Source: an optimization exercise on an open RTL-to-GDS flow (aim: small area, a short achievable clock period and few clock cycles per item). Production flows keep margins and buffers that such runs may drop. At most, simulation tests tie the RTL to the original design; equivalence was not proved. Only the layout flow was run in runs 2 to 4; the RTL was not checked for function there. Power figures rest on the tool's default switching activity, not on a simulated workload.

==> flow/design.v <==
module nmea_core (
    input  wire       clk,
    input  wire       rst,
    input  wire       in_valid,
    output reg        in_ready,
    input  wire [9:0] in_beat,
    output reg        out_valid,
    input  wire       out_ready,
    output reg  [9:0] out_beat
);
    localparam integer N  = 158;   
    localparam integer D  = 76;    
    localparam integer Q  = 3;     
    localparam [7:0] CH_LF  = 8'h0A;
    localparam [7:0] CH_CR  = 8'h0D;
    localparam [7:0] CH_DOL = 8'h24;
    localparam [7:0] CH_STR = 8'h2A;
    localparam [7:0] CH_COM = 8'h2C;
    function [7:0] inc;   
        input [7:0] a;
        inc = (a == N - 1) ? 8'd0 : a + 8'd1;
    endfunction
    function [4:0] hexval;   
        input [7:0] b;
        begin
            if (b >= 8'h30 && b <= 8'h39)      hexval = {1'b1, b[3:0]};
            else if (b >= 8'h41 && b <= 8'h46) hexval = {1'b1, b[3:0] + 4'd9};
            else if (b >= 8'h61 && b <= 8'h66) hexval = {1'b1, b[3:0] + 4'd9};
            else                               hexval = 5'd0;
        end
    endfunction
    function in_range;
        input [7:0] x, lo, hi;
        in_range = (lo <= hi) ? (x >= lo && x < hi) : (x >= lo || x < hi);
    endfunction
    function [4:0] bclass;
        input [7:0] b;
        bclass = {b == CH_LF, b == CH_CR, b == CH_DOL, b == CH_STR, b == CH_COM};
    endfunction
    reg  [8*N-1:0] ring;
    reg  [7:0] W;             
    reg  [7:0] R;             
    wire [7:0] ring_w = ring[8*N-1 -: 8];
    wire [7:0] ring_r = ring[8*D+7 -: 8];
    reg        wr_en;
    reg  [9:0] iq0, iq1;
    reg  [4:0] ic0, ic1;
    reg  [1:0] occ;
    wire       acc  = in_valid && in_ready;
    reg        cons;              
    wire       hv   = (occ != 2'd0);
    always @(posedge clk)
        ring <= {ring[8*(N-1)-1:0], wr_en ? iq0[7:0] : ring_w};
    reg  [6:0] len;           
    reg  [6:0] sl;            
    reg  [6:0] len_n, sl_n;
    reg        lz_n, ll_n, sz_n, sll_n;
    wire       len_le77 = (len <= 7'd77);
    wire       sl_le77  = (sl <= 7'd77);
    reg        len_z, len_le78, sl_z, sl_le78;   
    reg        al;            
    reg        sdollar;       
    reg        lastcr;        
    reg        hpend;         
    reg  [7:0] lstart;        
    reg  [7:0] s0;            
    reg  [7:0] wp;            
    reg  [3:0] enabled;
    reg  [7:0] xr, xs;        
    reg        star, cs, fc, fcok;
    reg  [7:0] star_a;        
    reg  [7:0] fc_a;          
    reg  [1:0] ac;            
    reg        d1v, d1e, d2v, d2e;   
    reg  [3:0] m;             
    reg        c_ok;          
    reg        e_job, e_eos;
    reg        pend_end;      
    localparam [2:0] RS_IDLE = 3'd0, RS_WS = 3'd1, RS_SS = 3'd2,
                     RS_JOB = 3'd3, RS_WH = 3'd4, RS_SH = 3'd5;
    reg  [2:0] rs, rs_n;
    reg        rs_idle;       
    reg        rs_eos;
    reg  [1:0] q_t  [0:Q-1];
    reg  [7:0] q_f0 [0:Q-1];    
    reg  [7:0] q_f1 [0:Q-1];    
    reg  [3:0] q_e  [0:Q-1];    
    reg        q_m;             
    reg  [2:0] qc;
    reg  [7:0] tail_f1;
    reg  [3:0] eos_tail;
    reg        w_free;          
    reg  [7:0] vb, va;
    reg  [4:0] vc;
    reg        v_go;
    wire [6:0] vi = len;
    wire [4:0] hxb = hexval(vb);
    wire       ck_ok   = star ? ((ac == 2'd2 && d1v && d2v) ? (d1e && d2e) : (xs == 8'h00))
                              : (xr == 8'h00);
    wire       cm_ok   = fcok && (!star || cs);
    wire       ty_ok   = |(m & enabled);
    wire       cand_ok = vc[3] && (vi >= 7'd6) && (vi <= 7'd78) && ty_ok && ck_ok && cm_ok;
    wire       h_data = hv && !iq0[9];
    wire       h_last = iq0[8];
    wire [7:0] h_b    = iq0[7:0];
    wire       h_lf   = ic0[4];
    wire       h_cr   = ic0[3];
    wire       h_cmd  = hv && (iq0[9:8] == 2'b10);
    wire [6:0] len1 = (len == 7'd80) ? 7'd80 : len + 7'd1;
    wire [6:0] sl1  = (sl == 7'd80) ? 7'd80 : sl + 7'd1;
    wire       sd1  = sl_z ? ic0[2] : sdollar;
    wire       useful = len_le78 || (sd1 && sl_le78);
    wire       aligned = len_z || al;
    wire       q_room   = (qc + {2'b00, e_job}) < Q;
    wire       eos_room = (eos_tail <= 4'd13);
    reg        s1_job, s1_rare, s1_eos;
    always @* begin
        cons    = 1'b0;
        s1_job  = 1'b0;
        s1_rare = 1'b0;
        s1_eos  = 1'b0;
        v_go    = 1'b0;
        vb      = h_b;
        vc      = ic0;
        va      = W;
        wr_en   = 1'b0;
        if (pend_end) begin
        end else if (rs_idle) begin
            if (h_data && !h_lf) begin
                s1_eos  = h_last;
                s1_job  = h_last && h_cr;
                s1_rare = h_last && h_cr && hpend && sd1;
                if ((!h_last || (eos_room && (!s1_rare || q_room))) &&
                    (!useful || (aligned && w_free))) begin
                    cons  = 1'b1;
                    v_go  = 1'b1;
                    wr_en = useful;
                end
            end else if (h_data) begin
                s1_eos  = h_last;
                s1_job  = (sl != 7'd0) && lastcr;
                s1_rare = (sl != 7'd0) && lastcr && hpend && sdollar;
                cons    = (!h_last || eos_room) && (!s1_job || q_room);
            end else if (h_cmd) begin
                s1_eos = (h_b[7:4] == 4'h3);
                cons   = !s1_eos || eos_room;
            end else begin
                cons = hv;   
            end
        end else if (rs != RS_JOB) begin
            v_go = (W == wp);
            vb   = ring_w;
            vc   = bclass(ring_w);
        end
    end
    wire       can_out = !out_valid || out_ready;
    wire       q_any   = (qc != 3'd0);
    wire       hd_eos  = q_any && (q_e[0] != 4'd0);
    wire       hd_msg  = q_any && !hd_eos && !q_m;
    wire       hd_done = q_any && !hd_eos && q_m && (q_f0[0] == q_f1[0]);
    wire       hd_fld  = q_any && !hd_eos && q_m && !hd_done && (R == q_f0[0]);
    wire       tl_eos  = !q_any && (eos_tail != 4'd0);
    wire       st2_job = e_job && c_ok;
    wire       deq     = hd_done && !st2_job;
    wire       emit    = can_out && (hd_msg || hd_fld || hd_eos || tl_eos);
    wire       tail_dec = can_out && tl_eos;
    wire [3:0] eos_tail_dec = eos_tail - {3'd0, tail_dec};
    integer k;
    always @(posedge clk) begin
        W <= inc(W);
        R <= inc(R);
        if (rst) begin
            W <= 8'd0;
            R <= N - 1 - D;
        end
        if (rst) begin
            occ      <= 2'd0;
            in_ready <= 1'b1;
        end else begin
            case ({acc, cons})
                2'b10: begin
                    if (occ == 2'd0) begin iq0 <= in_beat; ic0 <= bclass(in_beat[7:0]); end
                    else             begin iq1 <= in_beat; ic1 <= bclass(in_beat[7:0]); end
                    occ      <= occ + 2'd1;
                    in_ready <= (occ == 2'd0);
                end
                2'b01: begin
                    iq0      <= iq1;
                    ic0      <= ic1;
                    occ      <= occ - 2'd1;
                    in_ready <= 1'b1;
                end
                2'b11: begin
                    if (occ == 2'd1) begin
                        iq0 <= in_beat; ic0 <= bclass(in_beat[7:0]);
                    end else begin
                        iq0 <= iq1; ic0 <= ic1;
                        iq1 <= in_beat; ic1 <= bclass(in_beat[7:0]);
                    end
                end
                default: ;
            endcase
        end
        if (v_go) begin
            if (vi == 7'd0) begin
                xr <= 8'h00;
                star <= 1'b0; cs <= 1'b0; fc <= 1'b0; fcok <= 1'b0;
                ac <= 2'd3;
            end else begin
                xr <= xr ^ vb;
                if (vc[1]) begin
                    star   <= 1'b1;
                    xs     <= xr;
                    star_a <= va;
                    cs     <= fc;
                    ac     <= 2'd0;
                end else begin
                    if (ac != 2'd3) ac <= ac + 2'd1;
                    if (vc[3] && !star) star_a <= va;
                end
                if (ac == 2'd0) begin
                    d1v <= hxb[4];
                    d1e <= (hxb[3:0] == xs[7:4]);
                end
                if (ac == 2'd1) begin
                    d2v <= hxb[4];
                    d2e <= (hxb[3:0] == xs[3:0]);
                end
                if (vc[0] && !fc) begin
                    fc   <= 1'b1;
                    fcok <= (vi >= 7'd6);
                    fc_a <= va;
                end
            end
            case (vi)
                7'd3: m <= {vb == "R", vb == "G", vb == "G", vb == "G"};
                7'd4: m <= m & {vb == "M", vb == "S", vb == "N", vb == "G"};
                7'd5: m <= m & {vb == "C", vb == "A", vb == "S", vb == "A"};
                default: ;
            endcase
            c_ok <= cand_ok;
            wp   <= inc(va);
        end
        len_n = len;
        sl_n  = sl;
        lz_n  = len_z;
        ll_n  = len_le78;
        sz_n  = sl_z;
        sll_n = sl_le78;
        rs_n  = rs;
        e_job <= 1'b0;
        e_eos <= 1'b0;
        if (pend_end && q_room) begin
            pend_end <= 1'b0;
            e_job    <= 1'b1;
            e_eos    <= 1'b1;
        end
        if (rst) begin
            pend_end <= 1'b0;
            e_job    <= 1'b0;
            e_eos    <= 1'b0;
            len_n     = 7'd0; lz_n = 1'b1; ll_n = 1'b1;
            sl_n      = 7'd0; sz_n = 1'b1; sll_n = 1'b1;
            hpend   <= 1'b0;
            enabled <= 4'b1111;
            rs_n      = RS_IDLE;
        end else begin
            case (rs)
                RS_IDLE: if (cons) begin
                    if (h_data && !h_lf) begin
                        if (len == 7'd0) lstart <= W;
                        if (sl == 7'd0) s0 <= W;
                        sdollar <= sd1;
                        lastcr  <= h_cr;
                        if (!h_last) begin
                            len_n = len1; lz_n = 1'b0; ll_n = len_le77;
                            sl_n  = sl1; sz_n = 1'b0; sll_n = sl_le77;
                        end else begin
                            sl_n = 7'd0; sz_n = 1'b1; sll_n = 1'b1;
                            if (s1_rare) begin
                                len_n    = 7'd0; lz_n = 1'b1; ll_n = 1'b1;
                                rs_n     = (sl <= 7'd78) ? RS_WS : RS_JOB;
                                wp     <= (sl == 7'd0) ? W : s0;
                                sl_n     = (sl <= 7'd78) ? sl1 : 7'd0; sz_n = !(sl <= 7'd78); sll_n = 1'b1;
                                rs_eos <= 1'b1;
                                c_ok   <= 1'b0;
                            end else begin
                                e_job    <= s1_job && q_room;
                                e_eos    <= !s1_job || q_room;
                                pend_end <= s1_job && !q_room;
                                if (h_cr || len >= 7'd79) begin
                                    len_n = 7'd0; lz_n = 1'b1; ll_n = 1'b1; hpend <= 1'b0;
                                end else begin
                                    len_n = len1; lz_n = 1'b0; ll_n = len_le77; hpend <= 1'b1;
                                end
                            end
                        end
                    end else if (h_data) begin
                        sl_n = 7'd0; sz_n = 1'b1; sll_n = 1'b1;
                        if (s1_rare) begin
                            len_n    = 7'd0; lz_n = 1'b1; ll_n = 1'b1;
                            rs_n     = (sl <= 7'd79) ? RS_WS : RS_JOB;
                            wp     <= s0;
                            sl_n     = (sl <= 7'd79) ? sl : 7'd0; sz_n = !(sl <= 7'd79); sll_n = 1'b1;
                            rs_eos <= h_last;
                            c_ok   <= 1'b0;
                        end else begin
                            e_job <= s1_job;
                            e_eos <= h_last;
                            if (sl != 7'd0) begin
                                if (lastcr || len > 7'd79) begin
                                    len_n = 7'd0; lz_n = 1'b1; ll_n = 1'b1; hpend <= 1'b0;
                                end else begin
                                    hpend <= 1'b1;
                                end
                            end
                        end
                    end else if (h_cmd) begin
                        case (h_b[7:4])
                            4'h1: begin len_n = 7'd0; lz_n = 1'b1; ll_n = 1'b1; hpend <= 1'b0; sl_n = 7'd0; sz_n = 1'b1; sll_n = 1'b1; enabled <= 4'b1111; end
                            4'h2: begin len_n = 7'd0; lz_n = 1'b1; ll_n = 1'b1; hpend <= 1'b0; sl_n = 7'd0; sz_n = 1'b1; sll_n = 1'b1; enabled <= h_b[3:0]; end
                            4'h3: e_eos <= 1'b1;
                            default: ;
                        endcase
                    end
                end
                RS_WS, RS_SS: begin
                    if (v_go) begin
                        len_n  = len1; lz_n = 1'b0; ll_n = len_le77;
                        rs_n   = RS_SS;
                        sl_n   = sl - 7'd1; sz_n = (sl == 7'd1); sll_n = 1'b1;
                        if (sl == 7'd1) rs_n = RS_JOB;
                    end
                end
                RS_JOB: begin
                    e_job <= 1'b1;
                    e_eos <= rs_eos;
                    rs_n    = RS_WH;
                    wp    <= lstart;
                    len_n   = 7'd0; lz_n = 1'b1; ll_n = 1'b1;
                end
                RS_WH, RS_SH: begin
                    if (v_go) begin
                        len_n  = len1; lz_n = 1'b0; ll_n = len_le77;
                        rs_n   = RS_SH;
                        if (inc(W) == s0) rs_n = RS_IDLE;
                    end
                end
                default: rs_n = RS_IDLE;
            endcase
        end
        len      <= len_n;
        sl       <= sl_n;
        len_z    <= lz_n;
        len_le78 <= ll_n;
        sl_z     <= sz_n;
        sl_le78  <= sll_n;
        rs       <= rs_n;
        rs_idle  <= (rs_n == RS_IDLE);
        al       <= v_go || (inc(W) == wp);
        if (rst) begin
            qc        <= 3'd0;
            q_m       <= 1'b0;
            eos_tail  <= 4'd0;
            out_valid <= 1'b0;
            out_beat  <= 10'd0;
            w_free    <= 1'b1;
        end else begin
            if (can_out && hd_eos) q_e[0] <= q_e[0] - 4'd1;
            if (can_out && hd_msg) begin
                q_m     <= 1'b1;
                q_f0[0] <= inc(q_f0[0]);    
            end
            if (can_out && hd_fld) q_f0[0] <= inc(q_f0[0]);
            if (deq) begin
                q_m <= 1'b0;
                for (k = 0; k < Q - 1; k = k + 1) begin
                    q_t[k]  <= q_t[k+1];
                    q_f0[k] <= q_f0[k+1];
                    q_f1[k] <= q_f1[k+1];
                    q_e[k]  <= q_e[k+1];
                end
            end
            if (st2_job) begin
                for (k = 0; k < Q; k = k + 1)
                    if (qc == k) begin
                        q_t[k]  <= {m[3] | m[2], m[3] | m[1]};
                        q_f0[k] <= fc_a;
                        q_f1[k] <= star_a;
                        q_e[k]  <= eos_tail_dec;
                    end
                tail_f1  <= star_a;
                eos_tail <= {3'd0, e_eos};
            end else begin
                eos_tail <= eos_tail_dec + {3'd0, e_eos};
            end
            qc <= qc + {2'd0, st2_job} - {2'd0, deq};
            w_free <= (!q_any || !in_range(inc(W), q_f0[0], tail_f1)) &&
                      !(c_ok && (e_job || (rs_idle && h_data && h_lf && lastcr)) &&
                        in_range(inc(W), fc_a, star_a));
            if (emit) begin
                out_valid <= 1'b1;
                out_beat  <= hd_msg ? {2'b10, 6'd0, q_t[0]} :
                             hd_fld ? {2'b00, ring_r} : 10'h300;
            end else if (out_ready) begin
                out_valid <= 1'b0;
            end
        end
    end
endmodule
==> flow/run.sh <==
#!/bin/bash
# synth_recipe.tcl (not shown) runs the flow's synth.tcl, then flattens the netlist and writes it again
# the make line also repeats each setting of config.mk as NAME=value (left out here)
make -C /OpenROAD-flow-scripts/flow DESIGN_CONFIG=/design/flow/config.mk WORK_HOME=/design/flow/orfs CLKGATE_MAP_FILE= SYNTH_SCRIPT=/design/flow/synth_recipe.tcl finish
==> flow/config.mk <==
export PLATFORM = sky130hd
export DESIGN_NAME = nmea_core
export DESIGN_NICKNAME = nmea_core
export VERILOG_FILES = /design/flow/design.v
export SDC_FILE = /design/flow/constraint.sdc
export NUM_CORES = 4
export LEC_CHECK = 0
export ABC_AREA = 1
export CAP_MARGIN = 20
export CORE_MARGIN = 2
export CORE_UTILIZATION = 40
export CTS_BUF_LIST = sky130_fd_sc_hd__clkbuf_16
export CTS_CLUSTER_DIAMETER = 80
export CTS_CLUSTER_SIZE = 30
export PLACE_DENSITY = 0.6
export SETUP_SLACK_MARGIN = 5.0
export SLEW_MARGIN = 20
==> flow/constraint.sdc <==
create_clock -name core_clock -period 8.0 [get_ports {clk}]
set_input_delay 1.6000 -clock core_clock [delete_from_list [all_inputs] [get_ports {clk}]]
set_output_delay 1.6000 -clock core_clock [all_outputs]
set_load 0.01 [all_outputs]
==> reports/results.txt, run 1 <==
The initial core utilization was 0.4026. The run gives 0.258 as the clock share of power. TritonCTS built the clock tree. The post-synthesis area per instance was 12.75 um^2. For this design, the sink count on the clock tree is 1512.

The post-synthesis async set-or-reset flop share works out to 0. In this run the core area contains 116 standard-cell rows. The worst path buffer plus inverter count is 1, and the setup-violating endpoint count in the final report is 0.

The count of mapped cells out of synthesis was 3158. The run gives 0 ns as the total negative setup slack. The capturing instance or port of the critical path was in_ready. The H-tree was split into 3 levels. The power per cell area was 341.1 mW/mm^2. Largest family of logic cells by synthesized area: simple AND/OR/NAND/NOR gates. For the fraction of the yosys area taken by sequential cells, the log shows 0.7939. Walking the worst path, the cells encountered are clkdlybuf4s15_1.

In this design, the stage delay of the slowest critical-path cell is 0.40 ns. The ratio of final minimum period to clock period is 0.3625, and the fraction of synthesized cell area in xor and xnor cells is 0.007614. For the worst setup path, the data required time is 6.40 ns. At the worst endpoint, the arrival time is 1.30 ns. After clock tree synthesis, the clock-pin slew on the worst setup and hold paths is 0.10 ns. The run gives 0.02814 ns as the maximum clock skew at final layout.

The area fraction in compound gates after synthesis is 0.04603. Global-route usage over all layers: 0.1224. After detailed routing, the average wire length per cell comes to 13.86 um. The most critical setup path has its startpoint at in_ready. The run gives 0.1000 mm^2 as the area of the core.

The synthesized design contains 169 enable-type register cells. The clock tree root driver cell is sky130_fd_sc_hd__clkbuf_16. The worst setup path is captured at a primary output.

For this design the static power due to leakage is 0.01814 uW. Using the TritonRoute via totals, the vias-per-cell ratio works out to 4.404. The final hold violation count is 0. The die is 321.3 um wide.

The relative slew slack is 0.3852. The measured slew at the worst slew-check pin is 0.9188 ns, and the number of antenna violations at the first check in global routing is 0. For the count of max-cap constraint violations, the log shows 0. For this design, the slowest cell found on the critical path is sky130_fd_sc_hd__dfxtp_4. Across the VDD grid, the largest voltage drop is 0.1564 mV.

Adder and majority cell fraction of the synthesized area: 0.02629. The die covers 0.1032 mm^2. The logic depth of the worst setup path including buffers was 1; the highest clock frequency the design can meet was 344.8 MHz. After legalization and detailed placement, the total HPWL measured 39.72 mm. The smallest clock period supported by the final layout is computed as 2.900 ns.

The switching fraction of total power is 0.2826. The detailed router finished its first iteration with 1337 violations. Buffers inserted to repair hold after CTS numbered 0. The run gives 10880 uW as the cell internal power dissipation. The number of warnings printed during yosys synthesis is 5. The number of nets in the synthesized netlist is 3256.

The tools report the startpoint type of the worst setup path as a flop. The layout has 8949 filler cells. By startpoint and endpoint, the worst setup path is classified as reg2out. The sequential power share was 0.582.

The run gives 15160 uW as the total power draw. Proportion of synthesized area in mux cells: 0.0005283. The run finished with no timing, DRC or antenna violations. In this run the tool buffered the top-level ports with 25 buffer cells.

Measured in cells, the most critical reg-to-reg path has a length of 13. Post-synthesis share of cell area spent on and, or, nand and nor gates: 0.09436. The total clock buffers created by CTS came out at 66. From bottom edge to top edge, the die measures 321.3 um.

0 antenna diodes ended up in the layout. The final layout net count was 3333; the total wirelength of the detailed-routed design was 63.21 mm. The congestion estimate from routability-driven global placement came to 0.8833.

The share of post-route cells with drive strength above 1 was 0.06624; the number of placed I/O pins was 26. Along the worst path, the maximum fanout reaches 3. Among all flip-flop cells after synthesis, the most frequent one is sky130_fd_sc_hd__dfxtp_1.

Synthesis inferred 1512 register bits. For this design the total switching power over the nets is 4285 uW. Path category of the worst min-delay check: reg2reg.

Counting distinct cell types in the post-synthesis netlist gives 56. The signed area change from the synthesized netlist to the final layout was 10.41%. Post-detailed-route count of antenna-violating nets: 0. Fraction of power consumed by combinational cells: 0.160. Later-pin clock latency in the skew report: 0.64 ns.

The tools report the worst flop-to-flop path endpoint as iq1[4]. Largest delay contributor family on the critical path: flip-flops. Summing every instance area after synthesis gives 0.04026 mm^2. The global-route wire length before repair is 102.4 mm, and the routed via count is 20080. The first detailed-routing pass ran for 6 iterations. The launch instance of the worst register-to-register path is occ[0]. The register-to-register path setup slack was 5.17 ns. Setup repair after global routing could not meet its margin everywhere. Entering global routing, the biggest net connects 47 pins. The number of pins exceeding their max-slew limit in the final report was 0; the total global routing overflow was 0.

After detailed routing, the number of remaining DRC violations is 0. The logs give 3 for the maximum number of buffers from clock root to sink and 19330 for the number of global-route vias before repair.
[metrics by stage]
step           hold slack, ns  instances  cell area [um^2]  utilization  worst slack [ns]
2_1_floorplan          0.3096       3158             40290            -             4.904
3_3_place_gp           0.3103       4443             42000       0.4200             3.765
3_5_place_dp           0.3121       4444             42010       0.4201             3.760
4_1_cts                0.3103       4546             44250       0.4425             5.003
5_1_grt                0.3158       4559             44450       0.4445             4.941
6_report               0.3123       4559             44450       0.4445             5.100
[kinds of logic (layout without fill, tap and decap cells)]
kind of cell,after synthesis,after routing
AND/OR/NAND/NOR,875,876
flip-flops,1512,1512
buffers and inverters,320,421
multiplexers,2,2
adder cells (fa/ha/maj),84,84
XOR/XNOR,35,35
AO/OA/AOI/OAI,330,331
[final cells by class]
cell class	instances	area (um^2)	area share
clock buffer	68	1702	0.03828
tap	1298	1624	0.03654
multi-input combinational	1328	7281	0.1638
sequential	1512	31970	0.7193
timing repair buffer	55	501.7	0.01129
inverter	272	1044	0.02348
clock inverter	26	326.6	0.007347
[synth_stat cells, types with 20 or more instances]
cell                       number  share of area
sky130_fd_sc_hd__o21ai_0      131          0.016
sky130_fd_sc_hd__dfxtp_1     1343           0.67
sky130_fd_sc_hd__edfxtp_1     169           0.13
sky130_fd_sc_hd__inv_1        258          0.024
sky130_fd_sc_hd__nor2_1       204          0.019
sky130_fd_sc_hd__a21oi_1       97          0.012
sky130_fd_sc_hd__clkbuf_1      26         0.0024
sky130_fd_sc_hd__xor2_1        28         0.0061
sky130_fd_sc_hd__nand2_1      456          0.043
sky130_fd_sc_hd__nor3_1        20         0.0025
sky130_fd_sc_hd__ha_1          83          0.026
sky130_fd_sc_hd__o22ai_1       51         0.0079
sky130_fd_sc_hd__nand3_1       94          0.012
sky130_fd_sc_hd__nand4_1       29         0.0045
[per-layer routing]
metal / share of wire / GRT usage / vias up
met5: 0 / 0 / -
met1: 0.50 / 0.1749 / 9325
met4: 0.024 / 0.04081 / 0
met2: 0.43 / 0.1885 / 345
li1: - / - / 10310
met3: 0.043 / 0.02059 / 100
[registers in the layout, summed over array words and instances (netlist names), 10 cells and up]
signal	cells
out_beat	10
iq0	10
q_f1	24
iq1	10
q_e	12
q_f0	24
ring	1264
[power groups by stage]
stage / clock, uW / combinational, uW / sequential (uW)
floorplan: 0 / 1710 / 8840
global placement: 0 / 2190 / 8990
detailed placement: 0 / 2230 / 8990
CTS: 4060 / 2330 / 8830
global route: 4330 / 2740 / 8910
finish: 3910 / 2430 / 8820
[how the worst min path moves through the flow]
stage	start	cells past startpoint	slack, ns	endpoint
after global routing	ring[208]	0	0.32	ring[216]
after global placement	ring[597]	0	0.31	ring[605]
after floorplan	ring[992]	0	0.31	ring[1000]
after detailed placement	ring[100]	0	0.31	ring[108]
after CTS	ring[208]	0	0.31	ring[216]
final	ring[208]	0	0.31	ring[216]
[what timing repair did]
item	4_1_cts	5_1_grt
setup endpoints to repair	143	123
resized for setup	47	22
gates cloned	1	1
buffers inserted	7	12
pin swaps	5	6
[cells in the final DEF, fill, tap and decap left out, types with 11 or more instances in the layout]
master	count
sky130_fd_sc_hd__a21oi_1	95
sky130_fd_sc_hd__buf_4	25
sky130_fd_sc_hd__clkbuf_16	68
sky130_fd_sc_hd__dfxtp_1	1337
sky130_fd_sc_hd__dlygate4sd2_1	11
sky130_fd_sc_hd__edfxtp_1	169
sky130_fd_sc_hd__ha_1	81
sky130_fd_sc_hd__inv_1	259
sky130_fd_sc_hd__inv_2	11
sky130_fd_sc_hd__nand2_1	455
sky130_fd_sc_hd__nand2_2	12
sky130_fd_sc_hd__nand3_1	91
sky130_fd_sc_hd__nand4_1	29
sky130_fd_sc_hd__nor2_1	197
sky130_fd_sc_hd__nor2_4	12
sky130_fd_sc_hd__nor3_1	19
sky130_fd_sc_hd__o21ai_0	131
sky130_fd_sc_hd__o22ai_1	51
sky130_fd_sc_hd__xor2_1	27
Testbench counts, summed over its fixed seeds: cycles 146,334, bytes 145,071.
==> run 2, diff against run 1 <==
--- a/flow/design.v
+++ b/flow/design.v
@@ -44,7 +44,7 @@
     wire [7:0] ring_r = ring[8*D+7 -: 8];
     reg        wr_en;
     reg  [9:0] iq0, iq1;
-    reg  [4:0] ic0, ic1;
+    reg  [4:0] ic0;
     reg  [1:0] occ;
     wire       acc  = in_valid && in_ready;
     reg        cons;              
@@ -87,7 +87,6 @@
     reg  [3:0] q_e  [0:Q-1];    
     reg        q_m;             
     reg  [2:0] qc;
-    reg  [7:0] tail_f1;
     reg  [3:0] eos_tail;
     reg        w_free;          
     reg  [7:0] vb, va;
@@ -180,13 +179,13 @@
             case ({acc, cons})
                 2'b10: begin
                     if (occ == 2'd0) begin iq0 <= in_beat; ic0 <= bclass(in_beat[7:0]); end
-                    else             begin iq1 <= in_beat; ic1 <= bclass(in_beat[7:0]); end
+                    else             begin iq1 <= in_beat; end
                     occ      <= occ + 2'd1;
                     in_ready <= (occ == 2'd0);
                 end
                 2'b01: begin
                     iq0      <= iq1;
-                    ic0      <= ic1;
+                    ic0      <= bclass(iq1[7:0]);
                     occ      <= occ - 2'd1;
                     in_ready <= 1'b1;
                 end
@@ -194,8 +193,8 @@
                     if (occ == 2'd1) begin
                         iq0 <= in_beat; ic0 <= bclass(in_beat[7:0]);
                     end else begin
-                        iq0 <= iq1; ic0 <= ic1;
-                        iq1 <= in_beat; ic1 <= bclass(in_beat[7:0]);
+                        iq0 <= iq1; ic0 <= bclass(iq1[7:0]);
+                        iq1 <= in_beat;
                     end
                 end
                 default: ;
@@ -328,8 +327,10 @@
                     if (v_go) begin
                         len_n  = len1; lz_n = 1'b0; ll_n = len_le77;
                         rs_n   = RS_SS;
-                        sl_n   = sl - 7'd1; sz_n = (sl == 7'd1); sll_n = 1'b1;
-                        if (sl == 7'd1) rs_n = RS_JOB;
+                        if (len1 == sl) begin
+                            rs_n = RS_JOB;
+                            sl_n = 7'd0; sz_n = 1'b1; sll_n = 1'b1;
+                        end
                     end
                 end
                 RS_JOB: begin
@@ -389,13 +390,12 @@
                         q_f1[k] <= star_a;
                         q_e[k]  <= eos_tail_dec;
                     end
-                tail_f1  <= star_a;
                 eos_tail <= {3'd0, e_eos};
             end else begin
                 eos_tail <= eos_tail_dec + {3'd0, e_eos};
             end
             qc <= qc + {2'd0, st2_job} - {2'd0, deq};
-            w_free <= (!q_any || !in_range(inc(W), q_f0[0], tail_f1)) &&
+            w_free <= (!q_any || !in_range(inc(W), q_f0[0], q_f1[qc - 3'd1])) &&
                       !(c_ok && (e_job || (rs_idle && h_data && h_lf && lastcr)) &&
                         in_range(inc(W), fc_a, star_a));
             if (emit) begin
==> reports/results.txt, run 2 <==
The top cell type by total area after synthesis was sky130_fd_sc_hd__dfxtp_1 (unchanged). The run finished with no timing, DRC or antenna violations. The power dissipated by switching net loads came out at 3902 uW (was 4285 uW). For the global-route wire length before repair, the log shows 104.8 mm (was 102.4 mm).

Number of warnings printed during yosys synthesis: 5 (unchanged). The iteration-0 DRC count of the detailed router came out at 1663 (was 1337). Series of cell instances along the critical path: dlygate4sd2_1 (was clkdlybuf4s15_1). For the H-tree depth, the log shows 2 (was 3). Critical path class: reg2out (unchanged). The most frequent cell after synthesis was sky130_fd_sc_hd__dfxtp_1 (unchanged). The post-detailed-route count of antenna-violating nets is 0 (unchanged). Clock tree root driver cell: sky130_fd_sc_hd__clkbuf_16 (unchanged). The tools report the count of max-cap constraint violations as 0 (unchanged). The tools report the element type at the critical path end as a primary output (unchanged). Registers with the highest flip-flop counts: ring: 1264 flops, q_f0: 24 flops, q_f1: 24 flops (unchanged).

The standard-cell row count was 115 (was 116); the logic depth of the worst setup path including buffers was 1 (unchanged). The total global routing overflow was 0 (unchanged). The worst path buffer plus inverter count is 1 (unchanged), and the sequential power share is 0.609 (was 0.582). The number of register bits inferred by synthesis came out at 1499 (was 1512). Wire length the detailed router placed on met1: 34.70 mm (was 31.72 mm). The later-pin clock latency in the skew report is 0.69 ns (was 0.64 ns). The path category of the worst min-delay check was reg2reg (unchanged). The total inserted antenna cells was 0 (unchanged); the number of cells on the worst hold path was 0 (unchanged). The per-cell via count in the routed design came out at 4.514 (was 4.404).

The tools report the highest clock frequency the design can meet as 342.8 MHz (was 344.8 MHz). Signed area change from the synthesized netlist to the final layout: 9.660% (was 10.41%). The startpoint type of the worst setup path was a flop (unchanged).

The final critical-path required period is 2.917 ns (was 2.900 ns). The routed length on met2 was 25.48 mm (was 27.23 mm). The number of buffers inserted by hold repair at cts came out at 0 (unchanged). The tools report the launch instance of the worst register-to-register path as W[1] (was occ[0]).

The final instance count without filler cells was 4560 (was 4559). The logs give 0 (unchanged) for the number of pins exceeding their max-slew limit in the final report and 8961 (was 8949) for the number of fillers in the final layout. The most frequent standard cell in the layout excluding fill and tap cells is sky130_fd_sc_hd__dfxtp_1 (unchanged). The met3 wire length came out at 3.102 mm (was 2.711 mm). The relative slew slack was 0.3282 (was 0.3852); the die width was 320.0 um (was 321.3 um). Post-synthesis area per instance: 12.51 um^2 (was 12.75 um^2). List of most frequent post-synthesis cells: sky130_fd_sc_hd__dfxtp_1, sky130_fd_sc_hd__nand2_1, sky130_fd_sc_hd__inv_1, sky130_fd_sc_hd__nor2_1, sky130_fd_sc_hd__edfxtp_1 (unchanged). The run gives 1.32 ns (was 1.30 ns) as the worst path arrival time. The die boundary height was 320.0 um (was 321.3 um); the total negative setup slack was 0 ns (unchanged). The largest stage delay on the critical path is 0.37 ns (was 0.40 ns).

The tools report the area of all placed cells without fillers as 0.04380 mm^2 (was 0.04445 mm^2). Post-synthesis async set-or-reset flop share: 0 (unchanged). Most used cells in the layout excluding fill and tap cells: sky130_fd_sc_hd__dfxtp_1, sky130_fd_sc_hd__nand2_1, sky130_fd_sc_hd__inv_1, sky130_fd_sc_hd__nor2_1, sky130_fd_sc_hd__edfxtp_1 (unchanged). The tools report the total clock buffers created by CTS as 59 (was 66). The ratio of final minimum period to clock period was 0.3646 (was 0.3625); the number of nets in the synthesized netlist was 3292 (was 3256). The share of post-route cells with drive strength above 1 was 0.06661 (was 0.06624); the die area was 0.1024 mm^2 (was 0.1032 mm^2). The switching fraction of total power works out to 0.2718 (was 0.2826).

The top routing layer in use is met4 (unchanged). The measured slew at the worst slew-check pin is 1.007 ns (was 0.9188 ns). Dominant register cell in the synthesized netlist: sky130_fd_sc_hd__dfxtp_1 (unchanged). Worst IR drop on VDD: 0.1883 mV (was 0.1564 mV). TritonCTS built the clock tree.

Last weighted congestion value of the routability-driven placer: 0.8637 (was 0.8833). The run gives 5 (was 6) as the first-pass detailed-route iteration total. The setup-violating endpoint count in the final report is 0 (unchanged).

The run gives 0.03241 ns (was 0.02814 ns) as the maximum clock skew at final layout. The launch point of the critical path was out_beat[0] (was in_ready). The routed length per instance came out at 14.20 um (was 13.86 um). The global-route usage over all layers is 0.1259 (was 0.1224), and the power per cell area is 327.8 mW/mm^2 (was 341.1 mW/mm^2). The critical path required time is 6.40 ns (about the same). The area of the core is 0.09871 mm^2 (was 0.1000 mm^2). Instance count after placement with tap cells included: 4468 (was 4444). The number of enable flip-flop cells after synthesis was 156 (was 169).

Worst flop-to-flop path endpoint: w_free (was iq1[4]). The clock share of power was 0.251 (was 0.258); the final layout net count was 3356 (was 3333). The post-CTS clock slew at the launch and capture registers of the worst setup and hold paths is 0.10 ns (about the same). The distinct cell type count of the synthesized netlist came out at 52 (was 56). Cells taking the most area after synthesis: sky130_fd_sc_hd__dfxtp_1, sky130_fd_sc_hd__edfxtp_1, sky130_fd_sc_hd__nand2_1 (unchanged). The peak fanout along the critical path was 2 (was 3). The run gives 20580 (was 20080) as the routed via count.

The cell internal power dissipation came out at 10460 uW (was 10880 uW). The number of flip-flops under the largest register name is 1264 (unchanged). For the fraction of the yosys area taken by sequential cells, the log shows 0.7903 (was 0.7939). The total wirelength of the detailed-routed design is 64.77 mm (was 63.21 mm), and the placement-stage cell area is 0.04169 mm^2 (was 0.04201 mm^2). The initial core utilization was 0.4047 (was 0.4026). Largest delay contributor family on the critical path: flip-flops (unchanged). The fraction of power consumed by combinational cells came out at 0.140 (was 0.160). The half-perimeter wire length of the detailed placement result is 41.48 mm (was 39.72 mm), and the register-to-register path setup slack is 5.12 ns (was 5.17 ns). The tools report the number of global-route vias before repair as 19350 (was 19330).

Setup repair after global routing could not meet its margin everywhere. For the number of antenna violations at the first check in global routing, the log shows 1 (was 0). The area of the mapped netlist is 0.03995 mm^2 (was 0.04026 mm^2), and the count of clock tree sinks is 1499 (was 1512).

The final hold violation count was 0 (unchanged). The number of placed I/O pins came out at 26 (unchanged). The run gives 0.01794 uW (was 0.01814 uW) as the leakage power total.

The most flop-heavy register was ring (unchanged). The count of mapped cells out of synthesis was 3194 (was 3158). The depth of the worst register-to-register path came out at 18 (was 13). For the final critical-path setup slack, the log shows 5.083 ns (was 5.100 ns). The total DRC errors in the routed layout was 0 (unchanged); the port buffer count was 25 (unchanged). The pre-CTS setup slack is 4.199 ns (was 3.760 ns). The capturing instance or port of the critical path was out_beat[0] (was in_ready). The slowest stage cell on the critical path was sky130_fd_sc_hd__dfxtp_2 (was sky130_fd_sc_hd__dfxtp_4).

For the pin count of the biggest net entering global routing, the log shows 56 (was 47). For the maximum number of buffers from clock root to sink, the log shows 3 (unchanged). The share of the synthesized area in the top cell type was 0.6731 (was 0.6678).
run 2: layout make-up:
type / count / area (um^2) / area share
multi-input combinational: 1369 / 7366 / 0.1682
clock buffer: 59 / 1476 / 0.03370
sequential: 1499 / 31610 / 0.7216
inverter: 281 / 1065 / 0.02431
tap: 1287 / 1610 / 0.03676
timing repair buffer: 48 / 429.2 / 0.009797
clock inverter: 17 / 247.7 / 0.005656
run 2: cells by family after synthesis:
group | Yosys count | share of synthesized area
and+or+nand+nor | 912 | 0.09713
muxes | 1 | 0.0002506
adders and majority gates | 84 | 0.02650
buffers and inverters | 326 | 0.03126
AOI/OAI and AO/OA | 348 | 0.04927
xor gates and xnor gates | 24 | 0.005262
DFF | 1499 | 0.7903
run 2: layer usage:
layer | global-route usage | vias up
met5 | 0 | -
met4 | 0.03933 | 0
met3 | 0.02039 | 110
met2 | 0.1764 | 439
met1 | 0.1964 | 9628
li1 | - | 10410
run 2: worst min path at each step:
stage	end	startpoint
after floorplan	ring[1000]	ring[992]
after CTS	ring[521]	ring[513]
final	ring[521]	ring[513]
after global placement	ring[605]	ring[597]
after detailed placement	ring[1008]	ring[1000]
after global routing	ring[521]	ring[513]
run 2: what timing repair did:
action / 4_1_cts / 5_1_grt
setup buffers: 9 / 7
gates cloned: 0 / 0
resized for setup: 59 / 47
setup endpoints to repair: 134 / 151
pin swaps: 5 / 4
run 2: through the flow:
stage / util / hold WS, ns / power, uW
floorplan: - / 0.3096 / 10150
global placement: 0.4224 / 0.3101 / 10750
detailed placement: 0.4224 / 0.3121 / 10780
CTS: 0.4418 / 0.3146 / 14430
global route: 0.4438 / 0.3263 / 15110
finish: 0.4438 / 0.3035 / 14360
run 2: power groups by stage:
stage	Sequential, uW	Clock, uW	Combinational, uW
6_report	8740	3600	2010
5_1_grt	8830	4000	2280
4_1_cts	8750	3740	1940
3_5_place_dp	8910	0	1870
3_3_place_gp	8900	0	1840
2_1_floorplan	8760	0	1400
==> run 3, diff against run 2 <==
--- a/flow/config.mk
+++ b/flow/config.mk
@@ -10,8 +10,8 @@
 export CORE_MARGIN = 2
 export CORE_UTILIZATION = 40
 export CTS_BUF_LIST = sky130_fd_sc_hd__clkbuf_16
-export CTS_CLUSTER_DIAMETER = 80
-export CTS_CLUSTER_SIZE = 30
+export CTS_CLUSTER_DIAMETER = 60
+export CTS_CLUSTER_SIZE = 36
 export PLACE_DENSITY = 0.6
 export SETUP_SLACK_MARGIN = 5.0
 export SLEW_MARGIN = 20
==> reports/results.txt, run 3 <==
The logs give 0.1784 mV (was 0.1883 mV) for the worst IR drop on VDD and 3 (unchanged) for the maximum number of buffers from clock root to sink. The tools report the minimum hold slack as 0.3156 ns (was 0.3035 ns). Series of cell instances along the critical path: dlygate4sd2_1 (unchanged).

The pin count of the biggest net entering global routing was 56 (unchanged); the total wirelength of the detailed-routed design was 65.35 mm (was 64.77 mm). The global-route usage over all layers came out at 0.1275 (was 0.1259). The top cell type by total area after synthesis was sky130_fd_sc_hd__dfxtp_1 (unchanged). The number of placed I/O pins was 26 (unchanged); the global-route wire length before repair was 105.6 mm (was 104.8 mm).

Cells taking the most area after synthesis: sky130_fd_sc_hd__dfxtp_1, sky130_fd_sc_hd__edfxtp_1, sky130_fd_sc_hd__nand2_1 (unchanged). Iteration-0 DRC count of the detailed router: 1625 (was 1663). The most flop-heavy register was ring (unchanged). The die width came out at 320.0 um (unchanged). The run gives 0.66 ns (was 0.69 ns) as the later-pin clock latency in the skew report. Registers with the highest flip-flop counts: ring: 1264 flops, q_f0: 24 flops, q_f1: 24 flops (unchanged). The tools report the distinct cell type count of the synthesized netlist as 52 (unchanged). The die area was 0.1024 mm^2 (unchanged). List of most frequent post-synthesis cells: sky130_fd_sc_hd__dfxtp_1, sky130_fd_sc_hd__nand2_1, sky130_fd_sc_hd__inv_1, sky130_fd_sc_hd__nor2_1, sky130_fd_sc_hd__edfxtp_1 (unchanged). The post-synthesis area per instance works out to 12.51 um^2 (unchanged). The ratio of final minimum period to clock period was 0.3658 (was 0.3646); the last weighted congestion value of the routability-driven placer was 0.8637 (unchanged). Number of flip-flops under the largest register name: 1264 (unchanged). The tools report the area of the core as 0.09871 mm^2 (unchanged). The number of warnings printed during yosys synthesis came out at 5 (unchanged). The largest stage delay on the critical path is 0.39 ns (was 0.37 ns). The slowest stage cell on the critical path was sky130_fd_sc_hd__dfxtp_1 (was sky130_fd_sc_hd__dfxtp_2).

The total DRC errors in the routed layout is 0 (unchanged), and the per-cell via count in the routed design is 4.520 (was 4.514). The critical path class is reg2out (unchanged). The area of the mapped netlist is 0.03995 mm^2 (unchanged), and the leakage power total is 0.01834 uW (was 0.01794 uW).

The run gives 0 (was 1) as the number of antenna violations at the first check in global routing. The post-detailed-route count of antenna-violating nets is 0 (unchanged). The flow ran to the end and the layout has no timing, DRC or antenna violations. The die boundary height was 320.0 um (unchanged); the total clock buffers created by CTS was 71 (was 59).

The critical path required time was 6.40 ns (about the same); the standard-cell row count was 115 (unchanged). The measured slew at the worst slew-check pin was 1.003 ns (was 1.007 ns). The signed area change from the synthesized netlist to the final layout came out at 12.07% (was 9.660%). The dominant register cell in the synthesized netlist is sky130_fd_sc_hd__dfxtp_1 (unchanged). The startpoint type of the worst setup path was a flop (unchanged).

Most frequent standard cell in the layout excluding fill and tap cells: sky130_fd_sc_hd__dfxtp_1 (unchanged). TritonCTS built the clock tree. The share of the synthesized area in the top cell type is 0.6731 (unchanged). Final hold violation count: 0 (unchanged). The path category of the worst min-delay check is reg2reg (unchanged). For the setup-violating endpoint count in the final report, the log shows 0 (unchanged). The worst path buffer plus inverter count is 1 (unchanged). The total negative setup slack is 0 ns (unchanged).

The power per cell area works out to 340.4 mW/mm^2 (was 327.8 mW/mm^2). The final instance count without filler cells was 4606 (was 4560); the relative slew slack was 0.3308 (was 0.3282). The run gives 0 (unchanged) as the number of buffers inserted by hold repair at cts.

The peak fanout along the critical path is 2 (unchanged), and the number of register bits inferred by synthesis is 1499 (unchanged). The count of clock tree sinks came out at 1499 (unchanged). The count of mapped cells out of synthesis came out at 3194 (unchanged). Setup repair after global routing left no endpoint under its margin.

Most used cells in the layout excluding fill and tap cells: sky130_fd_sc_hd__dfxtp_1, sky130_fd_sc_hd__nand2_1, sky130_fd_sc_hd__inv_1, sky130_fd_sc_hd__nor2_1, sky130_fd_sc_hd__edfxtp_1 (unchanged). The tools report the total power draw as 15240 uW (was 14360 uW). The number of enable flip-flop cells after synthesis was 156 (unchanged); the routed length per instance was 14.19 um (was 14.20 um). The post-synthesis async set-or-reset flop share came out at 0 (unchanged).

The share of post-route cells with drive strength above 1 was 0.07987 (was 0.06661); the number of global-route vias before repair was 19440 (was 19350). The first-pass detailed-route iteration total is 6 (was 5), and the final layout net count is 3372 (was 3356). For the routed via count, the log shows 20820 (was 20580).

The run gives 0.4047 (unchanged) as the initial core utilization. The logs give 3 (was 2) for the H-tree depth and 0.7903 (unchanged) for the fraction of the yosys area taken by sequential cells. Most frequent cell after synthesis: sky130_fd_sc_hd__dfxtp_1 (unchanged). The logs give 341.7 MHz (was 342.8 MHz) for the highest clock frequency the design can meet and 0.03636 ns (was 0.03241 ns) for the maximum clock skew at final layout. The half-perimeter wire length of the detailed placement result came out at 41.48 mm (unchanged).

The tools report the total global routing overflow as 0 (unchanged). The largest delay contributor family on the critical path is flip-flops (unchanged). For the worst path arrival time, the log shows 1.33 ns (was 1.32 ns). The post-CTS clock slew at the launch and capture registers of the worst setup and hold paths is 0.12 ns (was 0.10 ns), and the port buffer count is 25 (unchanged). For the number of nets in the synthesized netlist, the log shows 3292 (unchanged). Element type at the critical path end: a primary output (unchanged). The instance count after placement with tap cells included is 4468 (unchanged), and the final critical-path required period is 2.926 ns (was 2.917 ns). For the number of pins exceeding their max-slew limit in the final report, the log shows 0 (unchanged). Count of max-cap constraint violations: 0 (unchanged). Clock tree root driver cell: sky130_fd_sc_hd__clkbuf_16 (unchanged).
[run 3: kinds of logic (layout without fill, tap and decap cells)]
group                    after synthesis  count (layout)  synth area share
XOR/XNOR                              24              24          0.005262
AO/OA/AOI/OAI                        348             348           0.04927
flip-flops                          1499            1499            0.7903
other                                  0               1                 0
multiplexers                           1               1         0.0002506
AND/OR/NAND/NOR                      912             913           0.09713
buffers and inverters                326             449           0.03126
adder cells (fa/ha/maj)               84              84           0.02650
[run 3: power breakdown]
group          switching, uW  total, uW  internal, uW  leakage [uW]
Clock                   2620       4470          1850       0.00124
Sequential               345       8750          8400        0.0123
Combinational           1380       2020           643       0.00478
Total                   4340      15200         10900        0.0183
[run 3: cell type report]
cell class / count / area [um^2]
Fill cell: 8870 / 53940
Sequential cell: 1499 / 31610
Multi-Input combinational cell: 1370 / 7391
Clock buffer: 71 / 1777
Tap cell: 1287 / 1610
Inverter: 281 / 1069
Clock inverter: 46 / 852.1
Timing Repair Buffer: 51 / 457.9
Antenna cell: 1 / 2.502
[run 3: path summary, 6_finish.rpt]
| kind | start | end | slack [ns] | cells past startpoint |
|---|---|---|---|---|
| max | out_beat[1] | out_beat[1] | 5.07 | 1 |
| min | ring[7] | ring[15] | 0.32 | 0 |
| max reg2reg | W[1] | w_free | 5.14 | 18 |
| min reg2reg | ring[7] | ring[15] | 0.32 | 0 |
[run 3: through the flow]
| stage | area [um^2] | setup WS [ns] | util |
|---|---|---|---|
| finish | 44770 | 5.074 | 0.4535 |
| global route | 44760 | 4.979 | 0.4535 |
| CTS | 44520 | 5.002 | 0.4510 |
| detailed placement | 41690 | 4.199 | 0.4224 |
| global placement | 41690 | 4.180 | 0.4224 |
| floorplan | 39980 | 4.909 | - |
[run 3: repair_timing]
action,CTS,global route
gates resized for setup,53,56
pin swaps,6,6
cloned,0,1
setup endpoints to repair,138,154
setup buffers,10,9
[run 3: metal layers]
metal	track usage	up-vias	wire length (um)
li1	-	10470	-
met1	0.1988	9737	34760
met2	0.1759	487	25520
met3	0.02482	124	3328
met4	0.03902	0	1734
met5	0	-	0
==> run 4, diff against run 3 <==
--- a/flow/design.v
+++ b/flow/design.v
@@ -59,6 +59,8 @@
     wire       sl_le77  = (sl <= 7'd77);
     reg        len_z, len_le78, sl_z, sl_le78;   
     reg        al;            
+    reg        rwd;           
+    reg        rb_ok;         
     reg        sdollar;       
     reg        lastcr;        
     reg        hpend;         
@@ -88,7 +90,6 @@
     reg        q_m;             
     reg  [2:0] qc;
     reg  [3:0] eos_tail;
-    reg        w_free;          
     reg  [7:0] vb, va;
     reg  [4:0] vc;
     reg        v_go;
@@ -109,7 +110,7 @@
     wire [6:0] sl1  = (sl == 7'd80) ? 7'd80 : sl + 7'd1;
     wire       sd1  = sl_z ? ic0[2] : sdollar;
     wire       useful = len_le78 || (sd1 && sl_le78);
-    wire       aligned = len_z || al;
+    wire       anch_ok;
     wire       q_room   = (qc + {2'b00, e_job}) < Q;
     wire       eos_room = (eos_tail <= 4'd13);
     reg        s1_job, s1_rare, s1_eos;
@@ -130,7 +131,7 @@
                 s1_job  = h_last && h_cr;
                 s1_rare = h_last && h_cr && hpend && sd1;
                 if ((!h_last || (eos_room && (!s1_rare || q_room))) &&
-                    (!useful || (aligned && w_free))) begin
+                    (!useful || (len_z ? rb_ok : anch_ok))) begin
                     cons  = 1'b1;
                     v_go  = 1'b1;
                     wr_en = useful;
@@ -154,6 +155,10 @@
     end
     wire       can_out = !out_valid || out_ready;
     wire       q_any   = (qc != 3'd0);
+    assign     anch_ok = al && !(q_any && (rwd || wp == q_f0[0]));
+    wire       wpu     = wr_en || (v_go && !rs_idle);
+    wire       coming  = c_ok && (e_job || pend_end || (rs_idle && h_data && h_lf && lastcr && !sl_z));
+    wire [7:0] bound   = q_any ? q_f0[0] : fc_a;
     wire       hd_eos  = q_any && (q_e[0] != 4'd0);
     wire       hd_msg  = q_any && !hd_eos && !q_m;
     wire       hd_done = q_any && !hd_eos && q_m && (q_f0[0] == q_f1[0]);
@@ -238,7 +243,7 @@
                 default: ;
             endcase
             c_ok <= cand_ok;
-            wp   <= inc(va);
+            if (wr_en || !rs_idle) wp <= inc(va);
         end
         len_n = len;
         sl_n  = sl;
@@ -358,14 +363,17 @@
         sl_le78  <= sll_n;
         rs       <= rs_n;
         rs_idle  <= (rs_n == RS_IDLE);
-        al       <= v_go || (inc(W) == wp);
+        al       <= wpu || (inc(W) == wp);
+        if (!q_any && rs_idle) rwd <= 1'b0;
+        if (rs_n != RS_IDLE && rs_idle) rwd <= 1'b1;
+        if (rst) rwd <= 1'b0;
         if (rst) begin
             qc        <= 3'd0;
             q_m       <= 1'b0;
             eos_tail  <= 4'd0;
             out_valid <= 1'b0;
             out_beat  <= 10'd0;
-            w_free    <= 1'b1;
+            rb_ok     <= 1'b1;
         end else begin
             if (can_out && hd_eos) q_e[0] <= q_e[0] - 4'd1;
             if (can_out && hd_msg) begin
@@ -395,9 +403,8 @@
                 eos_tail <= eos_tail_dec + {3'd0, e_eos};
             end
             qc <= qc + {2'd0, st2_job} - {2'd0, deq};
-            w_free <= (!q_any || !in_range(inc(W), q_f0[0], q_f1[qc - 3'd1])) &&
-                      !(c_ok && (e_job || (rs_idle && h_data && h_lf && lastcr)) &&
-                        in_range(inc(W), fc_a, star_a));
+            rb_ok <= !rwd && ((!q_any && !coming) ||
+                              (wpu ? (inc(W) != bound) : in_range(inc(W), wp, bound)));
             if (emit) begin
                 out_valid <= 1'b1;
                 out_beat  <= hd_msg ? {2'b10, 6'd0, q_t[0]} :
--- a/flow/config.mk
+++ b/flow/config.mk
@@ -10,8 +10,8 @@
 export CORE_MARGIN = 2
 export CORE_UTILIZATION = 40
 export CTS_BUF_LIST = sky130_fd_sc_hd__clkbuf_16
-export CTS_CLUSTER_DIAMETER = 60
-export CTS_CLUSTER_SIZE = 36
+export CTS_CLUSTER_DIAMETER = 80
+export CTS_CLUSTER_SIZE = 30
 export PLACE_DENSITY = 0.6
 export SETUP_SLACK_MARGIN = 5.0
 export SLEW_MARGIN = 20
==> reports/results.txt, run 4 <==
The run finished with no timing, DRC or antenna violations. The ratio of final minimum period to clock period was 0.3666 (was 0.3658). The top cell type by total area after synthesis was sky130_fd_sc_hd__dfxtp_1 (unchanged). The fraction of the yosys area taken by sequential cells was 0.8037 (was 0.7903); the measured slew at the worst slew-check pin was 1.013 ns (was 1.003 ns). The die width came out at 317.5 um (was 320.0 um). The logs give 0 ns (unchanged) for the total negative setup slack and 0.602 (was 0.574) for the sequential power share. The number of flip-flops under the largest register name is 1264 (unchanged), and the distinct cell type count of the synthesized netlist is 61 (was 52). The worst IR drop on VDD is 0.2000 mV (was 0.1784 mV), and the pre-CTS setup slack is 4.023 ns (was 4.199 ns). The final core utilization is 0.4514 (was 0.4535), and the final critical-path required period is 2.933 ns (was 2.926 ns).

The depth of the worst register-to-register path came out at 15 (was 18). Startpoint type of the worst setup path: a flop (unchanged). The die area is 0.1008 mm^2 (was 0.1024 mm^2).

The tools report the clock share of power as 0.260 (was 0.294). The last weighted congestion value of the routability-driven placer is 0.8819 (was 0.8637). For the final critical-path setup slack, the log shows 5.067 ns (was 5.074 ns). The tools report the element type at the critical path end as a primary output (unchanged). The run gives 3 (unchanged) as the maximum number of buffers from clock root to sink. The tools report the worst flop-to-flop path endpoint as iq1[5] (was w_free). The signed area change from the synthesized netlist to the final layout came out at 11.39% (was 12.07%). Cells taking the most area after synthesis: sky130_fd_sc_hd__dfxtp_1, sky130_fd_sc_hd__edfxtp_1, sky130_fd_sc_hd__nand2_1 (unchanged). The register-to-register path setup slack was 5.11 ns (was 5.14 ns); the post-detailed-route count of antenna-violating nets was 0 (unchanged).

The number of antenna violations at the first check in global routing is 0 (unchanged). The critical path class is reg2out (unchanged). Slowest stage cell on the critical path: sky130_fd_sc_hd__dfxtp_2 (was sky130_fd_sc_hd__dfxtp_1). The global-route wire length before repair was 101.5 mm (was 105.6 mm); the count of mapped cells out of synthesis was 3032 (was 3194).

The run gives 0.09699 mm^2 (was 0.09871 mm^2) as the area of the core. Setup repair after global routing could not meet its margin everywhere. The largest stage delay on the critical path was 0.39 ns (about the same); the maximum clock skew at final layout was 0.05140 ns (was 0.03636 ns). The tools report the iteration-0 DRC count of the detailed router as 1403 (was 1625).

Startpoint of the worst hold path: ring[632] (was ring[7]). The first-pass detailed-route iteration total came out at 5 (was 6). Launch instance of the worst register-to-register path: qc[0] (was W[1]). The fraction of power consumed by combinational cells came out at 0.138 (was 0.133). The routed length per instance was 14.29 um (was 14.19 um). The total global routing overflow was 0 (unchanged); the share of the synthesized area in the top cell type was 0.6845 (was 0.6731). Largest family of logic cells by synthesized area: simple AND/OR/NAND/NOR gates (unchanged).

The most flop-heavy register is ring (unchanged). Standard-cell row count: 114 (was 115). The power per cell area was 342.6 mW/mm^2 (was 340.4 mW/mm^2); the area of the mapped netlist was 0.03931 mm^2 (was 0.03995 mm^2).

The most frequent standard cell in the layout excluding fill and tap cells is sky130_fd_sc_hd__dfxtp_1 (unchanged). The post-synthesis share of cell area spent on and, or, nand and nor gates is 0.08503 (was 0.09713), and the share of post-route cells with drive strength above 1 is 0.08362 (was 0.07987). The pin count of the biggest net entering global routing was 68 (was 56); the port buffer count was 25 (unchanged). The run gives 3209 (was 3372) as the final layout net count. The number of pins exceeding their max-slew limit in the final report was 0 (unchanged). The adder and majority cell fraction of the synthesized area was 0.02018 (was 0.02650). The power dissipated by switching net loads is 4029 uW (was 4342 uW).

The leakage power total is 0.01755 uW (was 0.01834 uW), and the proportion of synthesized area in mux cells is 0.0002547 (was 0.0002506). The run gives 10970 uW (was 10900 uW) as the cell internal power dissipation. The largest delay contributor family on the critical path was flip-flops (unchanged).

The dominant register cell in the synthesized netlist is sky130_fd_sc_hd__dfxtp_1 (unchanged). The post-CTS clock slew at the launch and capture registers of the worst setup and hold paths is 0.12 ns (about the same), and the number of register bits inferred by synthesis is 1500 (was 1499). The logs give 66 (was 71) for the total clock buffers created by CTS and 0 (unchanged) for the number of buffers inserted by hold repair at cts. The count of clock tree sinks is 1500 (was 1499). The setup-violating endpoint count in the final report was 0 (unchanged).

The most frequent cell after synthesis is sky130_fd_sc_hd__dfxtp_1 (unchanged). Series of cell instances along the critical path: dlygate4sd2_1 (unchanged). List of most frequent post-synthesis cells: sky130_fd_sc_hd__dfxtp_1, sky130_fd_sc_hd__nand2_1, sky130_fd_sc_hd__inv_1, sky130_fd_sc_hd__nor2_1, sky130_fd_sc_hd__o21ai_0 (was sky130_fd_sc_hd__dfxtp_1, sky130_fd_sc_hd__nand2_1, sky130_fd_sc_hd__inv_1, sky130_fd_sc_hd__nor2_1, sky130_fd_sc_hd__edfxtp_1).

The die boundary height is 317.5 um (was 320.0 um), and the switching fraction of total power is 0.2686 (was 0.2849). Worst hold endpoint: ring[640] (was ring[15]). The logs give 0.66 ns (about the same) for the later-pin clock latency in the skew report and 5 (unchanged) for the number of warnings printed during yosys synthesis. The logs give 0.04103 mm^2 (was 0.04169 mm^2) for the placement-stage cell area and 340.9 MHz (was 341.7 MHz) for the highest clock frequency the design can meet. Clock tree root driver cell: sky130_fd_sc_hd__clkbuf_16 (unchanged).

The routed via count came out at 19690 (was 20820). The fraction of synthesized cell area in xor and xnor cells works out to 0.008913 (was 0.005262). For the number of global-route vias before repair, the log shows 18550 (was 19440). For the final instance count without filler cells, the log shows 4435 (was 4606). The worst path arrival time was 1.33 ns (about the same); the post-synthesis async set-or-reset flop share was 0 (unchanged). The total DRC errors in the routed layout is 0 (unchanged), and the global-route usage over all layers is 0.1247 (was 0.1275). For the number of placed I/O pins, the log shows 26 (unchanged).

The run gives 0.3182 (was 0.3308) as the relative slew slack. Most used cells in the layout excluding fill and tap cells: sky130_fd_sc_hd__dfxtp_1, sky130_fd_sc_hd__nand2_1, sky130_fd_sc_hd__inv_1, sky130_fd_sc_hd__nor2_1, sky130_fd_sc_hd__o21ai_0 (was sky130_fd_sc_hd__dfxtp_1, sky130_fd_sc_hd__nand2_1, sky130_fd_sc_hd__inv_1, sky130_fd_sc_hd__nor2_1, sky130_fd_sc_hd__edfxtp_1). The count of max-cap constraint violations was 0 (unchanged). For the H-tree depth, the log shows 3 (unchanged). For the number of nets in the synthesized netlist, the log shows 3108 (was 3292). For the initial core utilization, the log shows 0.4052 (was 0.4047).

Area fraction in compound gates after synthesis: 0.05093 (was 0.04927). The peak fanout along the critical path is 2 (unchanged). TritonCTS built the clock tree. Final hold violation count: 0 (unchanged). The worst path buffer plus inverter count came out at 1 (unchanged). Registers with the highest flip-flop counts: ring: 1264 flops, q_f0: 24 flops, q_f1: 24 flops (unchanged). The number of enable flip-flop cells after synthesis is 156 (unchanged).

The total wirelength of the detailed-routed design is 63.38 mm (was 65.35 mm). The post-synthesis area per instance is 12.96 um^2 (was 12.51 um^2), and the per-cell via count in the routed design is 4.440 (was 4.520). The tools report the area of all placed cells without fillers as 0.04378 mm^2 (was 0.04477 mm^2). For the half-perimeter wire length of the detailed placement result, the log shows 39.52 mm (was 41.48 mm). The number of cells on the worst hold path is 0 (unchanged).

Critical path required time: 6.40 ns (about the same). The run gives 4292 (was 4468) as the instance count after placement with tap cells included. The path category of the worst min-delay check is reg2reg (unchanged).
-- run 4: per-layer routing --
metal	GRT usage	routed length, um
met5	0	0
met3	0.02482	3220
met2	0.1794	25700
met1	0.1867	32620
met4	0.04169	1843
-- run 4: how the worst max path moves through the flow --
| stage | from | endpoint | slack, ns | cells past startpoint |
|---|---|---|---|---|
| 2_1_floorplan | rst | ic0[0] | 4.92 | 3 |
| 3_3_place_gp | occ[0] | ic0[3] | 4.17 | 14 |
| 3_5_place_dp | occ[0] | iq0[0] | 4.02 | 14 |
| 4_1_cts | qc[1] | qc[1] | 5.00 | 11 |
| 5_1_grt | W[0] | rb_ok | 4.89 | 18 |
| 6_report | out_beat[0] | out_beat[0] | 5.07 | 1 |
-- run 4: cell families (layout without fill, tap and decap cells) --
kind of cell	after synthesis	count (layout)
AOI/OAI and AO/OA	355	355
xor gates and xnor gates	40	40
adders and majority gates	63	63
buffers and inverters	312	435
DFF	1500	1500
muxes	1	1
other	0	2
and+or+nand+nor	761	763
-- run 4: cell type report --
cell class / instances / area, um^2
multi-input cells: 1222 / 6805
inverters: 265 / 1016
well taps: 1276 / 1597
clock buffers: 69 / 1727
repair buffers: 78 / 708.2
fillers: 8731 / 53210
diodes: 2 / 5.005
clock inverters: 23 / 296.5
flip-flops and latches: 1500 / 31630
-- run 4: timing repair --
action | 4_1_cts | 5_1_grt
buffers inserted | 14 | 32
setup endpoints to repair | 152 | 141
pin swaps | 6 | 18
gates resized for setup | 60 | 46
cloned | 0 | 2
-- run 4: power groups by stage --
stage	clock network [uW]	registers (uW)	logic, uW
floorplan	0	9010	1390
global placement	0	9200	1790
detailed placement	0	9190	1810
CTS	4050	9040	1930
global route	4310	9140	2320
finish	3910	9020	2070
-- run 4: stage by stage --
| stage | hold WS (ns) | power, uW |
|---|---|---|
| after CTS | 0.3095 | 15010 |
| after global routing | 0.3031 | 15770 |
| after floorplan | 0.3096 | 10400 |
| after detailed placement | 0.3121 | 11000 |
| after global placement | 0.3097 | 10990 |
| final | 0.2992 | 15000 |
==> run 5, diff against run 4 <==
--- a/flow/design.v
+++ b/flow/design.v
@@ -44,7 +44,7 @@
     wire [7:0] ring_r = ring[8*D+7 -: 8];
     reg        wr_en;
     reg  [9:0] iq0, iq1;
-    reg  [4:0] ic0;
+    wire [4:0] ic0 = bclass(iq0[7:0]);
     reg  [1:0] occ;
     wire       acc  = in_valid && in_ready;
     reg        cons;              
@@ -183,22 +183,21 @@
         end else begin
             case ({acc, cons})
                 2'b10: begin
-                    if (occ == 2'd0) begin iq0 <= in_beat; ic0 <= bclass(in_beat[7:0]); end
+                    if (occ == 2'd0) begin iq0 <= in_beat; end
                     else             begin iq1 <= in_beat; end
                     occ      <= occ + 2'd1;
                     in_ready <= (occ == 2'd0);
                 end
                 2'b01: begin
                     iq0      <= iq1;
-                    ic0      <= bclass(iq1[7:0]);
                     occ      <= occ - 2'd1;
                     in_ready <= 1'b1;
                 end
                 2'b11: begin
                     if (occ == 2'd1) begin
-                        iq0 <= in_beat; ic0 <= bclass(in_beat[7:0]);
+                        iq0 <= in_beat;
                     end else begin
-                        iq0 <= iq1; ic0 <= bclass(iq1[7:0]);
+                        iq0 <= iq1;
                         iq1 <= in_beat;
                     end
                 end
==> reports/results.txt, run 5 <==
The run finished with no timing, DRC or antenna violations. The number of global-route vias before repair is 17880 (was 18550). The post-synthesis area per instance was 13.12 um^2 (was 12.96 um^2); the last weighted congestion value of the routability-driven placer was 0.8704 (was 0.8819). For the count of mapped cells out of synthesis, the log shows 2982 (was 3032).

Top cell type by total area after synthesis: sky130_fd_sc_hd__dfxtp_1 (unchanged). The die area was 0.1003 mm^2 (was 0.1008 mm^2); the number of antenna violations at the first check in global routing was 0 (unchanged). The final hold violation count was 0 (unchanged); the number of pins exceeding their max-slew limit in the final report was 0 (unchanged). The ratio of final minimum period to clock period is 0.3665 (was 0.3666), and the number of register bits inferred by synthesis is 1495 (was 1500). The element type at the critical path end is a flop (was a primary output). Depth of the worst register-to-register path: 13 (was 15).

The post-synthesis async set-or-reset flop share is 0 (unchanged). Most frequent standard cell in the layout excluding fill and tap cells: sky130_fd_sc_hd__dfxtp_1 (unchanged). The routed via count is 19410 (was 19690), and the share of post-route cells with drive strength above 1 is 0.08204 (was 0.08362). The most flop-heavy register was ring (unchanged).

Iteration-0 DRC count of the detailed router: 1269 (was 1403). The number of nets in the synthesized netlist was 3058 (was 3108); the per-cell via count in the routed design was 4.438 (was 4.440). Most frequent cell after synthesis: sky130_fd_sc_hd__dfxtp_1 (unchanged). The area of the mapped netlist is 0.03912 mm^2 (was 0.03931 mm^2). The number of warnings printed during yosys synthesis was 5 (unchanged); the total DRC errors in the routed layout was 0 (unchanged).

The global-route usage over all layers came out at 0.1211 (was 0.1247). The run gives 3.55 ns (was 1.33 ns) as the worst path arrival time. The measured slew at the worst slew-check pin works out to 0.9255 ns (was 1.013 ns). Registers with the highest flip-flop counts: ring: 1264 flops, q_f0: 24 flops, q_f1: 24 flops (unchanged). The total clock buffers created by CTS was 60 (was 66).

The most used routing layer is met1 (unchanged). The run gives 64 (was 61) as the distinct cell type count of the synthesized netlist. The port buffer count works out to 25 (unchanged). Most used cells in the layout excluding fill and tap cells: sky130_fd_sc_hd__dfxtp_1, sky130_fd_sc_hd__nand2_1, sky130_fd_sc_hd__inv_1, sky130_fd_sc_hd__nor2_1, sky130_fd_sc_hd__edfxtp_1 (was sky130_fd_sc_hd__dfxtp_1, sky130_fd_sc_hd__nand2_1, sky130_fd_sc_hd__inv_1, sky130_fd_sc_hd__nor2_1, sky130_fd_sc_hd__o21ai_0). The met2 global-route usage is 0.1756 (was 0.1794), and the worst IR drop on VDD is 0.2614 mV (was 0.2000 mV). Clock tree root driver cell: sky130_fd_sc_hd__clkbuf_16 (unchanged). Number of cells on the worst hold path: 0 (unchanged).

The total negative setup slack is 0 ns (unchanged). Critical path class: in2reg (was reg2out). The logs give 0 (unchanged) for the setup-violating endpoint count in the final report and 2 (was 3) for the H-tree depth. The maximum number of buffers from clock root to sink came out at 3 (unchanged). The run gives 61.16 mm (was 63.38 mm) as the total wirelength of the detailed-routed design. The register-to-register path setup slack was 5.20 ns (was 5.11 ns). The placement-stage cell area is 0.04083 mm^2 (was 0.04103 mm^2), and the final layout net count is 3147 (was 3209). The met1 layer usage reported by global route was 0.1845 (was 0.1867).
-- run 5: path summary, 6_finish.rpt --
path / from / endpoint
hold reg to reg: ring[143] / ring[151]
hold / removal: ring[143] / ring[151]
setup reg to reg: qc[2] / rb_ok
setup / recovery: out_ready / eos_tail[3]
-- run 5: cells by family after synthesis --
| group | after synthesis | synth area share |
|---|---|---|
| DFF | 1495 | 0.8038 |
| and+or+nand+nor | 741 | 0.08614 |
| AOI/OAI and AO/OA | 346 | 0.05080 |
| buffers and inverters | 298 | 0.03026 |
| adders and majority gates | 62 | 0.02002 |
| xor gates and xnor gates | 39 | 0.008733 |
| muxes | 1 | 0.0002559 |
-- run 5: critical path, cell delays in order --
cell	delay, ns
sky130_fd_sc_hd__clkdlybuf4s50_1	0.46
sky130_fd_sc_hd__nor2_4	0.26
sky130_fd_sc_hd__nor2_4	0.09
sky130_fd_sc_hd__ha_2	0.19
sky130_fd_sc_hd__ha_2	0.20
sky130_fd_sc_hd__xor2_4	0.20
sky130_fd_sc_hd__nand3_1	0.12
sky130_fd_sc_hd__or2_2	0.30
sky130_fd_sc_hd__a21oi_1	0.12
-- run 5: layout make-up --
cell class	instances	area [um^2]
fillers	8671	53580
flip-flops and latches	1495	31460
multi-input cells	1190	6769
well taps	1276	1597
clock buffers	61	1526
inverters	250	965.9
repair buffers	74	651.9
clock inverters	26	294.0
diodes	1	2.502
-- run 5: what timing repair did --
item,4_1_cts,5_1_grt
setup buffers,11,31
gates resized for setup,36,50
endpoints found under the hold margin,0,0
gates cloned,0,1
setup endpoints to repair,131,107
pin swaps,4,9
-- run 5: power breakdown --
group | leakage [uW] | total (uW) | switching [uW] | internal, uW
Clock | 0.000926 | 3630 | 2190 | 1440
Combinational | 0.00406 | 2210 | 1500 | 710
Sequential | 0.0124 | 8830 | 371 | 8460
-- run 5: through the flow --
| stage | worst slack (ns) | hold slack, ns | instances | utilization | total power, uW |
|---|---|---|---|---|---|
| floorplan | 4.999 | 0.3096 | 2982 | - | 10380 |
| global placement | 4.216 | 0.3095 | 4242 | 0.4216 | 11000 |
| detailed placement | 4.200 | 0.3121 | 4242 | 0.4216 | 11000 |
| CTS | 5.001 | 0.3136 | 4340 | 0.4424 | 14700 |
| global route | 4.937 | 0.3093 | 4372 | 0.4467 | 15450 |
| finish | 5.068 | 0.3123 | 4373 | 0.4468 | 14670 |
-- run 5: metal layers --
| layer | vias up | share of wire | routed length, um |
|---|---|---|---|
| met1 | 9157 | 0.51 | 31360 |
| li1 | 9792 | - | - |
| met5 | - | 0 | 0 |
| met4 | 0 | 0.031 | 1891 |
| met2 | 361 | 0.41 | 25200 |
| met3 | 97 | 0.044 | 2713 |
Testbench counts of run 5, summed over its fixed seeds: cycles 146,334, bytes 145,071.

Re-timed with assumed drivers on the ports (clkbuf_16 on the clock, buf_2 on other inputs), run 5 has 5.023 ns of setup slack against 5.068 ns with ideal ports, and 4.399 ns once port delays also move by the mid clock arrival of 0.709 ns.
